This is an optimization exercise on Yosys and OpenROAD, whose aim is small area, not a production implementation. The RTL was checked by simulation tests, not by an equivalence proof against the original design. Power figures rest on the tool's default switching activity, not on a simulated workload.

## via_block
module via_block (
    input  wire        clk,
    input  wire        rst,
    input  wire        cmd_valid,
    output wire        cmd_ready,
    input  wire [2:0]  cmd_op,       
    input  wire        cmd_unit,     
    input  wire        cmd_debug,    
    input  wire [3:0]  cmd_reg,
    input  wire [31:0] cmd_data,     
    input  wire        i2c_sda_in,   
    input  wire        ser_atn,
    input  wire        ser_clk,
    input  wire        ser_data,
    input  wire [3:0]  joy_data,     
    output reg         rsp_valid,
    output reg  [7:0]  rsp_rdata,
    output reg         rsp_i2c_step,
    output wire        irq1,
    output wire        irq2,
    output wire        pb7_1,
    output wire        pb7_2,
    output reg         i2c_sda_out,
    output reg         i2c_scl_out,
    output reg         joy_latch,
    output reg         joy_clk
);
Size: about 740 cells after synthesis, roughly 370 flip-flops, ~71 I/O pins, ~9800 µm² of cells after synthesis.
clock: 10.0 ns
lec_check: 0
cap_margin: 20
core_margin: 2
core_utilization: 50
gpl_routability_driven: 0
gpl_timing_driven: 0
place_density: 0.7
slew_margin: 20
standard.sh (not shown) runs the stock make flow with config.mk's settings and CLKGATE_MAP_FILE= SYNTH_SCRIPT=/design/flow/synth_recipe.tcl, a recipe that flattens the netlist after the stock synthesis.
==> flow/flow/run.sh <==
#!/bin/bash
set -euo pipefail
export FLOW_WORK="$PWD"
export FLOW_ABC_SCRIPT="$PWD/flow/abc_area_deep.script"
bash standard.sh \
  "SYNTH_SCRIPT=$PWD/flow/synth_deep.tcl" \
  "BUFFER_PORTS_ARGS=-buffer_cell sky130_fd_sc_hd__buf_1" \
  "CTS_ARGS=-sink_clustering_enable -repair_clock_nets -dont_use_dummy_load -buf_list sky130_fd_sc_hd__clkbuf_8 -sink_clustering_size 20 -sink_clustering_max_diameter 58" \
  finish > flow_make.log 2>&1
==> flow/flow/abc_area_deep.script <==
strash
&get -n
&deepsyn -J 200 -T 0
&put
dch -f
&get -n
&nf -R 1000
&put
topo
dnsize -c
==> flow/flow/synth_deep.tcl <==
# The standard synthesis script (synth_recipe.tcl, sourced unchanged), with only the ABC
# script of its technology-mapping call replaced by an area-oriented one (abc_area_deep.script).
# The flip-flops are mapped by dfflibmap before ABC runs, so the registers, their names and
# their cells are those of the standard synthesis.
proc abc {args} {
  set i [lsearch -exact $args -script]
  if {$i >= 0} { lset args [expr {$i + 1}] $::env(FLOW_ABC_SCRIPT) }
  yosys abc {*}$args
}
source $::env(FLOW_WORK)/synth_recipe.tcl
The first run produced a clean layout.
Edit:
--- a/flow/flow/run.sh
+++ b/flow/flow/run.sh
@@ -8 +8 @@
-  "CTS_ARGS=-sink_clustering_enable -repair_clock_nets -dont_use_dummy_load -buf_list sky130_fd_sc_hd__clkbuf_8 -sink_clustering_size 20 -sink_clustering_max_diameter 58" \
+  "CTS_ARGS=-sink_clustering_enable -repair_clock_nets -dont_use_dummy_load -buf_list sky130_fd_sc_hd__clkbuf_8 -sink_clustering_size 20 -sink_clustering_max_diameter 50" \
What happened: The changed run passed the timing, design-rule and antenna checks; design area goes up by 0.39%; routed wire length stays flat; setup slack gets better by 0.027 ns; register-to-register slack hardly moves; fmax goes up by about 0.4%.
Edit:
--- a/flow/flow/run.sh
+++ b/flow/flow/run.sh
@@ -8 +8 @@
-  "CTS_ARGS=-sink_clustering_enable -repair_clock_nets -dont_use_dummy_load -buf_list sky130_fd_sc_hd__clkbuf_8 -sink_clustering_size 20 -sink_clustering_max_diameter 50" \
+  "CTS_ARGS=-sink_clustering_enable -repair_clock_nets -dont_use_dummy_load -buf_list sky130_fd_sc_hd__clkbuf_8 -sink_clustering_size 20 -sink_clustering_max_diameter 65" \
Non-clock buffer count is unchanged.
Synthesized area stays the same.
Fmax is about the same.
Worst setup slack got worse by 0.0057 ns.
Clock skew is lower by 0.019 ns.
Via count is about the same.
Routed wire length is about the same.
Clock-buffer cell count is lower by 3.
Flip-flop and latch count does not change.


Setup of red:
Another version of the RTL of via_block (not shown whole).
For scale: ~810 cells after synthesis, about 370 flip-flops, ~71 I/O pins, ~10000 µm² of cells after synthesis.
==> flow/config.mk <==
export PLATFORM = sky130hd
export DESIGN_NAME = via_block
export DESIGN_NICKNAME = via_block
export VERILOG_FILES = /design/flow/design.v
export SDC_FILE = /design/flow/constraint.sdc
export NUM_CORES = 4
export LEC_CHECK = 0
export CAP_MARGIN = 20
export CORE_MARGIN = 2
export CORE_UTILIZATION = 40
export CTS_BUF_LIST = sky130_fd_sc_hd__clkbuf_4
export PLACE_DENSITY = 0.6
export SLEW_MARGIN = 20
==> flow/constraint.sdc <==
create_clock -name core_clock -period 10.0 [get_ports {clk}]
set_input_delay 2.0000 -clock core_clock [delete_from_list [all_inputs] [get_ports {clk}]]
set_output_delay 2.0000 -clock core_clock [all_outputs]
set_load 0.01 [all_outputs]
run.sh (not shown) runs the stock make flow with config.mk's settings and CLKGATE_MAP_FILE= SYNTH_SCRIPT=/design/flow/synth_recipe.tcl, a recipe that flattens the netlist after the stock synthesis.
Stock flow here: none of the scripts above is used.
The inputs of blue differ from those of red as listed below.
- removing CTS_BUF_LIST (formerly sky130_fd_sc_hd__clkbuf_4)
Results
blue vs. red: fraction of area in registers now sits at about the same level, routed wire length now sits lower. Total chip power on blue is up relative to red. Relative to red, detail-routed net length per standard cell has gone up in blue. blue has post-route minimum period below what red had. Between blue and red, the average size of a mapped cell does not differ in any meaningful way. Clock-buffer cell count of blue falls short of that of red by more than half. Looking at initial antenna violation count, blue sits 1 lower than red does.
What green does differently from blue at the input level:
- CTS_BUF_LIST newly set to sky130_fd_sc_hd__clkbuf_2
==> notes.md <==
Any difference in fmax between green and blue is small enough to ignore. Summary of green over blue: fraction of standard cell area that is sequential grew by 1.8 points; part of the total power dissipated in the clock network shrank by 8.4 points.


== job 9325 ==
Another version of the RTL of via_block (not shown whole).
Size: ~370 flip-flops, ~71 I/O pins.
Settings: LEC_CHECK=0, CAP_MARGIN=20, CORE_MARGIN=2, CORE_UTILIZATION=40, CTS_BUF_LIST=sky130_fd_sc_hd__clkbuf_8, CTS_CLUSTER_DIAMETER=50, CTS_CLUSTER_SIZE=20, PLACE_DENSITY=0.6, SLEW_MARGIN=20; clock period 10.0 ns.
Job 9325 closes out successfully: all stages finished, all timing, DRC and antenna checks passed.
What job 4609 does differently from job 9325 at the input level:
# job 9325
export LEC_CHECK = 0
export CAP_MARGIN = 20
export CORE_MARGIN = 2
export CORE_UTILIZATION = 40
export CTS_BUF_LIST = sky130_fd_sc_hd__clkbuf_8
export CTS_CLUSTER_DIAMETER = 50
export CTS_CLUSTER_SIZE = 20
export PLACE_DENSITY = 0.6
export SLEW_MARGIN = 20
create_clock -name core_clock -period 10.0 [get_ports {clk}]
# job 4609
export LEC_CHECK = 0
export CAP_MARGIN = 20
export CORE_MARGIN = 2
export CORE_UTILIZATION = 40
export PLACE_DENSITY = 0.6
export SLEW_MARGIN = 20
create_clock -name core_clock -period 10.0 [get_ports {clk}]
==> flow/flow/run.sh (new file) <==
#!/bin/bash
set -euo pipefail
export FLOW_WORK="$PWD"
export FLOW_ABC_SCRIPT="$PWD/flow/abc_area_deep.script"
bash standard.sh \
  "SYNTH_SCRIPT=$PWD/flow/synth_deep.tcl" \
  "BUFFER_PORTS_ARGS=-buffer_cell sky130_fd_sc_hd__buf_1" \
  "CTS_ARGS=-sink_clustering_enable -repair_clock_nets -dont_use_dummy_load -buf_list sky130_fd_sc_hd__clkbuf_4 -sink_clustering_size 12 -sink_clustering_max_diameter 35" \
  finish > flow_make.log 2>&1
==> flow/flow/abc_area_deep.script (new file) <==
strash
&get -n
&deepsyn -T 20
&put
dch -f
&get -n
&nf -R 1000
&put
topo
dnsize -c
==> flow/flow/synth_deep.tcl (new file) <==
# The standard synthesis script (synth_recipe.tcl, sourced unchanged), with only the ABC
# script of its technology-mapping call replaced by an area-oriented one (abc_area_deep.script).
# The flip-flops are mapped by dfflibmap before ABC runs, so the registers, their names and
# their cells are those of the standard synthesis.
proc abc {args} {
  set i [lsearch -exact $args -script]
  if {$i >= 0} { lset args [expr {$i + 1}] $::env(FLOW_ABC_SCRIPT) }
  yosys abc {*}$args
}
source $::env(FLOW_WORK)/synth_recipe.tcl
==> flow/standard.sh (new file) <==
#!/bin/bash
# synth_recipe.tcl (not shown) runs the flow's synth.tcl, then flattens the netlist and writes it again
# the make line also repeats each setting of config.mk as NAME=value (left out here)
make -C /OpenROAD-flow-scripts/flow DESIGN_CONFIG=/design/flow/config.mk WORK_HOME=/design/flow/orfs CLKGATE_MAP_FILE= SYNTH_SCRIPT=/design/flow/synth_recipe.tcl "${@:-finish}"
removed: flow/run.sh
[summary]
On post-synthesis share of cell area spent on full adders, half adders and majority gates, job 9325 and job 4609 are basically level.
Against job 9325 as the reference, job 4609 delivers a lower maximum fanout along the worst path.
Compared with job 9325, job 4609 shows post-detailed-placement cell area lower by 8.0%.
Power share of the sequential group: job 9325 and job 4609 compared, higher one is job 4609
Compared with job 9325, in job 4609 share of power burned in the clock network shows a reduction of 5.5 points; depth of the critical timing path with buffers and inverters included shows an increase of 3; time the final worst path needs with I/O delays and setup shows a reduction of 0.80 ns.
The wire length reported for job 4609 is smaller than that of job 9325 by about 4%.
Worst-case setup margin in the final layout (job 4609 over job 9325): increase, 0.80 ns
> inputs changed (job 4609 -> job 9020)
# job 4609
export LEC_CHECK = 0
export CAP_MARGIN = 20
export CORE_MARGIN = 2
export CORE_UTILIZATION = 40
export PLACE_DENSITY = 0.6
export SLEW_MARGIN = 20
create_clock -name core_clock -period 10.0 [get_ports {clk}]
# job 9020
export LEC_CHECK = 0
export CAP_MARGIN = 20
export CORE_MARGIN = 2
export CORE_UTILIZATION = 65
export CTS_BUF_LIST = sky130_fd_sc_hd__clkbuf_8
export CTS_CLUSTER_DIAMETER = 50
export CTS_CLUSTER_SIZE = 20
export PLACE_DENSITY = 0.8
export SLEW_MARGIN = 20
create_clock -name core_clock -period 10.0 [get_ports {clk}]
==> flow/run.sh (new file) <==
#!/bin/bash
# synth_recipe.tcl (not shown) runs the flow's synth.tcl, then flattens the netlist and writes it again
# the make line also repeats each setting of config.mk as NAME=value (left out here)
make -C /OpenROAD-flow-scripts/flow DESIGN_CONFIG=/design/flow/config.mk WORK_HOME=/design/flow/orfs CLKGATE_MAP_FILE= SYNTH_SCRIPT=/design/flow/synth_recipe.tcl finish
removed: flow/flow/run.sh
removed: flow/flow/abc_area_deep.script
removed: flow/flow/synth_deep.tcl
removed: flow/standard.sh
Notes after the runs:
Compared to job 4609, job 9020 shows a narrower setup margin.
Compared with job 4609, the router placed more vias in job 9020.
On amount of wire on met3 after detailed routing: between job 4609 and job 9020, it ends up higher for job 4609.
In the tables for job 4609 and job 9020, relative area of non-clock buffer cells in the final design reads lower with job 4609.
On first-pass GRT wire length, the lower figure sits with job 4609, not job 9020.
Taking job 9020 as 1.0, job 4609 lands at 1.08 on number of instances in the placed design.
After detailed routing, job 4609 needs less wire than job 9020.
For die height, dividing the value from job 9020 by the value from job 4609 gives 0.813.
Cmp job 9020 vs job 4609: highest achievable clock rate lower in job 9020
For job 1615, these inputs were changed with respect to job 9020:
# job 9020
export LEC_CHECK = 0
export CAP_MARGIN = 20
export CORE_MARGIN = 2
export CORE_UTILIZATION = 65
export CTS_BUF_LIST = sky130_fd_sc_hd__clkbuf_8
export CTS_CLUSTER_DIAMETER = 50
export CTS_CLUSTER_SIZE = 20
export PLACE_DENSITY = 0.8
export SLEW_MARGIN = 20
create_clock -name core_clock -period 10.0 [get_ports {clk}]
# job 1615
export LEC_CHECK = 0
export CAP_MARGIN = 20
export CORE_MARGIN = 2
export CORE_UTILIZATION = 40
export CTS_BUF_LIST = sky130_fd_sc_hd__clkbuf_16
export CTS_CLUSTER_DIAMETER = 60
export CTS_CLUSTER_SIZE = 30
export PLACE_DENSITY = 0.6
export SLEW_MARGIN = 20
create_clock -name core_clock -period 10.0 [get_ports {clk}]
--- outcome ---
- From job 9020 to job 1615 the numbers moved as follows: clock-net power shows an increase of 40%; via count of the first global-routing pass shows a reduction of 495; part of the total power dissipated in combinational logic shows a reduction of 0.4 points; power shows an increase of 13%.

what the ideal ports hide:
The results above use ideal ports. As a check the final layouts listed here were re-extracted and re-timed, cells and wires unchanged.
Step 1 sets driving cells, clkbuf_16 on the clock port and buf_2 on the other inputs (assumed; they add their load-dependent delay and slew).
Step 2 times the ports against the registers' clock, not the clock port: input delays grow and output delays shrink by t, the midpoint of the rising clock arrivals with the driver on.
a / b / c = no drivers / after step 1 / after step 2; a / b = the first two.
| run | t, ns | slack for setup (ns) | hold WS [ns] | worst setup path after step 2 | worst slew at a driven data input, ns |
|---|---|---|---|---|---|
| the first run of note 1 | 0.575 | 3.373 / 3.315 / 3.315 | 0.302 / 0.302 / 0.302 | input to output | 0.09 |
| the second run of note 1 | 0.572 | 3.400 / 3.344 / 3.344 | 0.278 / 0.278 / 0.278 | input to output | 0.09 |
| the third run of note 1 | 0.574 | 3.394 / 3.337 / 3.337 | 0.297 / 0.297 / 0.297 | input to output | 0.08 |
| red | 0.719 | 2.934 / 2.902 / 2.902 | 0.273 / 0.273 / 0.273 | input to output | 0.06 |
| blue | 0.553 | 2.946 / 2.914 / 2.914 | 0.313 / 0.313 / 0.313 | input to output | 0.06 |
| green | 0.848 | 2.935 / 2.903 / 2.903 | 0.218 / 0.218 / 0.218 | input to output | 0.06 |
| job 9325 | 0.609 | 3.510 / 3.488 / 3.488 | 0.317 / 0.317 / 0.317 | input to output | 0.05 |
| job 4609 | 0.663 | 4.308 / 4.274 / 4.274 | 0.284 / 0.284 / 0.284 | input to output | 0.07 |
| job 9020 | 0.609 | 3.501 / 3.479 / 3.479 | 0.329 / 0.329 / 0.329 | input to output | 0.05 |
| job 1615 | 0.587 | 3.539 / 3.516 / 3.516 | 0.323 / 0.323 / 0.323 | input to output | 0.05 |
After both steps setup and hold are still met in every run listed. The setup slack of the first run of note 1, which loses most, moves by -0.058 ns with the drivers and by -0.058 ns with both steps.
